What follows belongs to an exercise in optimizing a design on an open flow for small area; a production flow would make more cautious choices. Function was checked by simulation only, so behaviour that the tests miss may differ from the original. No activity file was given, so power comes from the tool's default toggle rates.

Setup of run P:
==> flow/design.v <==
module brotocol_master #(
    parameter N_A   = 5,
    parameter N_D   = 1,
    parameter K     = 1000,
    parameter REQ_W = 32
) (
    input  wire             clk,
    input  wire             rst,
    input  wire             m_start,
    input  wire [REQ_W-1:0] m_addr,
    input  wire [REQ_W-1:0] m_data,
    input  wire             m_drv_fault,
    input  wire             bus_in,
    output wire             m_drive_low,
    output wire             m_busy,
    output reg              m_done,
    output reg  [2:0]       m_result
);
    reg           m_idle;    
    reg [3:0]     m_idx;
    reg [3:0]     m_u;
    reg [N_A-1:0] m_a;
    reg [N_D-1:0] m_d;
    wire pz, pe;
    brotocol_mpre #(.K(K)) u_pre (
        .clk (clk),
        .clr (m_idle),
        .z   (pz),
        .e   (pe)
    );
    reg long_sym;
    always @(*) begin
        case (m_idx)
            4'd1:    long_sym = 1'b1;
            4'd2:    long_sym = m_a[0];
            4'd3:    long_sym = m_a[1];
            4'd4:    long_sym = m_a[2];
            4'd5:    long_sym = m_a[3];
            4'd6:    long_sym = m_a[4];
            4'd8:    long_sym = m_d[0];
            default: long_sym = 1'b0;
        endcase
    end
    assign m_drive_low = m_busy &&
        (m_idx == 4'd0 || (!m_u[3] && (long_sym || m_u[2:1] == 2'b00)));
    assign m_busy = !m_idle;
    wire valid  = (m_addr[REQ_W-1:N_A] == 0) && (m_data[REQ_W-1:N_D] == 0);
    wire q_a    = (m_idx == 4'd7);
    wire q_d    = (m_idx == 4'd9);
    wire u_last = (m_u == 4'd9);
    wire sp     = (q_a || q_d) && m_u == 4'd5 && pz;
    wire nack   = sp && bus_in;
    wire ok     = u_last && pe && q_d;
    wire fin    = m_drv_fault || nack || ok;
    wire usage  = !m_busy && m_start && !valid;
    always @(posedge clk) begin
        if (rst) begin
            m_idle   <= 1'b1;
            m_result <= 3'd0;
            m_done   <= 1'b0;
        end else begin
            m_idle <= m_busy ? fin : !(m_start && valid);
            m_done <= m_busy ? fin : usage;
            if (usage)
                m_result <= 3'd4;
            else if (m_busy && fin)
                m_result <= {1'b0,
                             m_drv_fault || (nack && q_d),
                             m_drv_fault || (nack && q_a)};
        end
    end
    always @(posedge clk) begin
        if (m_idle) begin
            m_idx <= 4'd0;
            m_u   <= 4'd0;
            m_a   <= m_addr[N_A-1:0];
            m_d   <= m_data[N_D-1:0];
        end else if (pe) begin
            m_u <= u_last ? 4'd0 : m_u + 1'b1;
            if (u_last)
                m_idx <= m_idx + 1'b1;
        end
    end
endmodule
module brotocol_mpre #(
    parameter K = 1000
) (
    input  wire clk,
    input  wire clr,
    output wire z,
    output wire e
);
    localparam [9:0] TAPS = 10'h240;
    localparam [9:0] S0   = 10'h70;
    localparam [9:0] END  = 10'h238;
    localparam [9:0] POL  = 10'h2aa;
    reg  [9:0] cr;
    wire [9:0] c = cr ^ POL;
    assign z = (c == S0);
    assign e = (c == END);
    wire fb = ^(c & TAPS) ^ e;
    always @(posedge clk) begin
        if (clr)
            cr <= S0 ^ POL;
        else
            cr <= {c[8:0], fb} ^ POL;
    end
endmodule
module brotocol_slave #(
    parameter N_A = 5,
    parameter N_D = 1,
    parameter K   = 1000
) (
    input  wire           clk,
    input  wire           rst,
    input  wire           bus_in,
    input  wire           s_drv_fault,
    input  wire [N_A-1:0] cfg_own_address,
    output wire           s_drive_low,
    output reg            s_rx_valid,
    output reg  [N_D-1:0] s_rx_data,
    output reg            s_hal_fail
);
    localparam [3:0] P_IDLE = 4'd7;
    reg [N_A-1:0] own_address;
    reg [3:0]     pos;
    reg           md;      
    reg           aw;      
    reg           ak;      
    reg           ls;      
    reg           ir;      
    reg           line_prev;
    assign s_drive_low = ak;
    wire line = bus_in;
    wire exp;
    wire p_idle = !pos[3] && pos[0];
    wire p_done = !pos[3] && !pos[0];
    wire p_data = pos[3] && pos[2] && pos[1];
    wire p_addr = pos[3] && !(pos[2] && pos[1]);
    wire p_last = pos[3] && pos[2] && pos[0];      
    wire [7:0] own_ext = {3'b000, own_address};
    wire own_bit = own_ext[pos[2:0]];
    wire x_hal  = exp && ak && s_drv_fault;         
    wire x_idle = exp && (p_done || x_hal);         
    wire rxv    = exp && p_done && !s_drv_fault;
    wire aw1 = aw && !exp;
    wire ls1 = exp ? line : ls;
    wire ir1 = ir || (exp && ak);
    wire ev   = line ^ line_prev;
    wire fall = ev && !line;
    wire rise = ev && line && !(ir1 && !x_idle);
    wire in_idle = p_idle || x_idle;
    wire in_ad   = (p_addr || p_data) && !x_idle;
    wire f_ad   = fall && in_ad && !aw1;
    wire f_bit  = f_ad && !p_last;                           
    wire f_fin  = f_ad && p_last && !(p_addr && md);         
    wire f_ack  = f_fin && !s_drv_fault;
    wire f_hal  = f_fin && s_drv_fault;
    wire r_bit  = rise && in_ad && !p_last && (aw1 || !ls1);
    wire r_bit1 = !aw1;
    wire r_start = rise && p_idle && !exp && !aw && !ls;
    wire ld15 = fall && in_idle;
    wire ld5  = f_bit;
    wire ld8  = f_ack;
    wire step = r_bit || r_start || f_ack;
    wire keep = !x_idle && (
        !ev ||
        (ev && line && ir1) ||
        ld15 || ld5 || step);
    brotocol_stmr #(.K(K)) u_tmr (
        .clk  (clk),
        .rst  (rst),
        .ld15 (ld15),
        .ld5  (ld5),
        .ld8  (ld8),
        .exp  (exp)
    );
    always @(posedge clk) begin
        line_prev <= bus_in;
        if (rst) begin
            own_address <= cfg_own_address;
            pos         <= P_IDLE;
            md          <= 1'b0;
            aw          <= 1'b0;
            ak          <= 1'b0;
            ls          <= 1'b1;
            ir          <= 1'b0;
            s_rx_valid  <= 1'b0;
            s_rx_data   <= 1'b0;
            s_hal_fail  <= 1'b0;
        end else begin
            s_rx_valid <= rxv;
            if (rxv)
                s_rx_data <= md;
            s_hal_fail <= x_hal || f_hal;
            if (!keep) begin
                pos <= P_IDLE;
                md  <= 1'b0;
                aw  <= ld15;
                ak  <= 1'b0;
                ls  <= 1'b1;
                ir  <= 1'b0;
            end else begin
                if (step)
                    pos <= pos + 1'b1;
                if (r_bit && (p_addr ? (own_bit ^ r_bit1) : r_bit1))
                    md <= 1'b1;
                aw <= aw1 || ld15 || ld5 || ld8;
                ak <= (ak && !exp) || ld8;
                ls <= ls1;
                ir <= ir1 && !ev;
            end
        end
    end
endmodule
module brotocol_stmr #(
    parameter K = 1000
) (
    input  wire clk,
    input  wire rst,
    input  wire ld15,
    input  wire ld5,
    input  wire ld8,
    output wire exp
);
    localparam [13:0] TAPS = 14'h2106;
    localparam [13:0] S15  = 14'hd;
    localparam [13:0] S5   = 14'h3;
    localparam [13:0] S8   = 14'h340c;
    localparam [13:0] E    = 14'h2000;
    localparam [13:0] POL  = 14'h2aaa;
    localparam [13:0] ZERO = 14'h0;
    reg  [13:0] tr;
    wire [13:0] t = tr ^ POL;
    assign exp = (t == E);
    wire fb = ^(t & TAPS) & !exp;
    always @(posedge clk) begin
        if (rst)
            tr <= POL;
        else if (ld15)
            tr <= S15 ^ POL;
        else
            tr <= ({t[12:0], fb} | (ld5 ? S5 : ZERO) | (ld8 ? S8 : ZERO)) ^ POL;
    end
endmodule
module brotocol_engine (
    input  wire        clk,
    input  wire        rst,
    input  wire        m_start,
    input  wire [31:0] m_addr,
    input  wire [31:0] m_data,
    input  wire        m_drv_fault,
    output wire        m_drive_low,
    output wire        m_busy,
    output wire        m_done,
    output wire [2:0]  m_result,
    input  wire        s_drv_fault,
    input  wire [4:0]  cfg_own_address,
    output wire        s_drive_low,
    output wire        s_rx_valid,
    output wire [0:0]  s_rx_data,
    output wire        s_hal_fail,
    input  wire        bus_in
);
    localparam N_A   = 5;
    localparam N_D   = 1;
    localparam K     = 1000;
    localparam REQ_W = 32;
    brotocol_master #(.N_A(N_A), .N_D(N_D), .K(K), .REQ_W(REQ_W)) u_master (
        .clk         (clk),
        .rst         (rst),
        .m_start     (m_start),
        .m_addr      (m_addr),
        .m_data      (m_data),
        .m_drv_fault (m_drv_fault),
        .bus_in      (bus_in),
        .m_drive_low (m_drive_low),
        .m_busy      (m_busy),
        .m_done      (m_done),
        .m_result    (m_result)
    );
    brotocol_slave #(.N_A(N_A), .N_D(N_D), .K(K)) u_slave (
        .clk             (clk),
        .rst             (rst),
        .bus_in          (bus_in),
        .s_drv_fault     (s_drv_fault),
        .cfg_own_address (cfg_own_address),
        .s_drive_low     (s_drive_low),
        .s_rx_valid      (s_rx_valid),
        .s_rx_data       (s_rx_data),
        .s_hal_fail      (s_hal_fail)
    );
endmodule
Settings: LEC_CHECK=0, CAP_MARGIN=20, CORE_MARGIN=2, CORE_UTILIZATION=40, PLACE_DENSITY=0.6, SLEW_MARGIN=20; clock period 10.0 ns.
standard.sh (not shown) runs the stock make flow with config.mk's settings and CLKGATE_MAP_FILE= SYNTH_SCRIPT=/design/flow/synth_recipe.tcl, a recipe that flattens the netlist after the stock synthesis.
==> flow/flow/run.sh <==
#!/bin/bash
# Standard layout (the standard.sh) with these changes:
#  - synthesis maps logic with an area-oriented ABC script (flow/abc_area.script)
#    in place of ORFS's abc_speed.script; everything else in synthesis
#    (synth_recipe.tcl: -nofsm -noshare, flatten, rename) is unchanged, so the
#    registers are the standard synthesis's;
#  - synthesis leaves adders as plain gates for ABC (ADDER_MAP_FILE empty)
#    instead of mapping them to half/full adder cells;
#  - port buffers use the smallest buffer cell (every port still gets one);
#  - clock tree synthesis uses clkbuf_4 and adds no dummy loads.
# make's output goes to synth.log and flow.log; each tool's log is in orfs/logs.
set -euo pipefail
here=$(pwd)
sd=$here/scripts_abc
rm -rf "$sd"; mkdir -p "$sd"
for f in "$FLOW_HOME"/scripts/*; do ln -s "$f" "$sd/$(basename "$f")"; done
rm "$sd/abc_speed.script"
cp "$here/flow/abc_area.script" "$sd/abc_speed.script"
export BUFFER_PORTS_ARGS="-buffer_cell sky130_fd_sc_hd__buf_1"
export CTS_ARGS="-sink_clustering_enable -repair_clock_nets -dont_use_dummy_load -buf_list sky130_fd_sc_hd__clkbuf_4"
bash standard.sh synth SCRIPTS_DIR="$sd" ADDER_MAP_FILE= > synth.log 2>&1
bash standard.sh > flow.log 2>&1
==> flow/flow/abc_area.script <==
&get -n
&st
&syn2
&dch
&nf -R 1000
&st
&syn2
&dch
&nf -R 1000
&st
&dch -f
&nf -R 1000
&put
#### Input delta (run M over run P)
==> flow/design.v, changed modules only <==
module brotocol_master #(
    parameter N_A   = 5,
    parameter N_D   = 1,
    parameter K     = 1000,
    parameter REQ_W = 32
) (
    input  wire             clk,
    input  wire             rst,
    input  wire             m_start,
    input  wire [REQ_W-1:0] m_addr,
    input  wire [REQ_W-1:0] m_data,
    input  wire             m_drv_fault,
    input  wire             bus_in,
    output wire             m_drive_low,
    output reg              m_busy,
    output reg              m_done,
    output reg  [2:0]       m_result
);
    reg [3:0]     m_idx;
    reg [3:0]     m_u;
    reg [N_A-1:0] m_a;
    reg [N_D-1:0] m_d;
    wire pz, pe;
    brotocol_mpre #(.K(K)) u_pre (
        .clk (clk),
        .clr (!m_busy),
        .z   (pz),
        .e   (pe)
    );
    reg long_sym;
    always @(*) begin
        case (m_idx)
            4'd1:    long_sym = 1'b1;
            4'd2:    long_sym = m_a[0];
            4'd3:    long_sym = m_a[1];
            4'd4:    long_sym = m_a[2];
            4'd5:    long_sym = m_a[3];
            4'd6:    long_sym = m_a[4];
            4'd8:    long_sym = m_d[0];
            default: long_sym = 1'b0;
        endcase
    end
    assign m_drive_low = m_busy &&
        (m_idx == 4'd0 || (!m_u[3] && (long_sym || m_u[2:1] == 2'b00)));
    wire valid  = (m_addr[REQ_W-1:N_A] == 0) && (m_data[REQ_W-1:N_D] == 0);
    wire q_a    = (m_idx == 4'd7);
    wire q_d    = (m_idx == 4'd9);
    wire u_last = (m_u == 4'd9);
    wire sp     = (q_a || q_d) && m_u == 4'd5 && pz;
    wire nack   = sp && bus_in;
    wire ok     = u_last && pe && q_d;
    wire fin    = m_drv_fault || nack || ok;
    wire usage  = !m_busy && m_start && !valid;
    always @(posedge clk) begin
        if (rst) begin
            m_busy   <= 1'b0;
            m_result <= 3'd0;
            m_done   <= 1'b0;
        end else begin
            m_busy <= m_busy ? !fin : (m_start && valid);
            m_done <= m_busy ? fin : usage;
            if (usage)
                m_result <= 3'd4;
            else if (m_busy && fin)
                m_result <= {1'b0,
                             m_drv_fault || (nack && q_d),
                             m_drv_fault || (nack && q_a)};
        end
    end
    always @(posedge clk) begin
        if (!m_busy) begin
            m_idx <= 4'd0;
            m_u   <= 4'd0;
            m_a   <= m_addr[N_A-1:0];
            m_d   <= m_data[N_D-1:0];
        end else if (pe) begin
            m_u <= u_last ? 4'd0 : m_u + 1'b1;
            if (u_last)
                m_idx <= m_idx + 1'b1;
        end
    end
endmodule
### Flow results
Run M gives more net count of the finished layout than run P did.
Relative to run P, slack of the critical path has decreased by 0.11 ns in run M.
Re critical path depth: run P and run M aren't equal, and the higher value belongs to run M.
Relative to run P, the fmax measured on run M has decreased by a few percent.
On run M: met1 track demand over resource is 0.45 points lower than what run P gave.
Post-synthesis mux area share across run P and run M: no real change.
Run M — die outline area 0.60% higher, run P as reference
Changes observed in run M relative to run P: fraction of power consumed by combinational cells closely matched the old numbers, sequential share of layout area closely matched the old numbers.

port drivers added, routing unchanged:
How much do the figures lean on ideal ports? The routed layouts below were timed once more, with nothing changed but the port constraints.
Step 1 sets driving cells, clkbuf_16 on the clock port and buf_2 on the other inputs (assumed; they add their load-dependent delay and slew).
Step 2 adds t to the input delays and takes it off the output delays; t is the mean of the earliest and latest rising clock arrival at the registers after step 1. Input paths then give back, and output paths get back, about the clock's delay inside the block.
Three values: ideal, step 1, step 2; two values: the first two.
| run | t, ns | setup WS [ns] | worst slew at a driven data input, ns | cell pins on the clock port's net |
|---|---|---|---|---|
| run P | 0.395 | 6.135 / 6.111 / 5.902 | 0.05 | 1 |
| run M | 0.394 | 6.026 / 6.000 / 5.899 | 0.05 | 1 |
After both steps every run listed still meets setup and hold. For run P, which loses most, drivers alone change the setup slack by -0.024 ns; drivers and shift together by -0.233 ns.
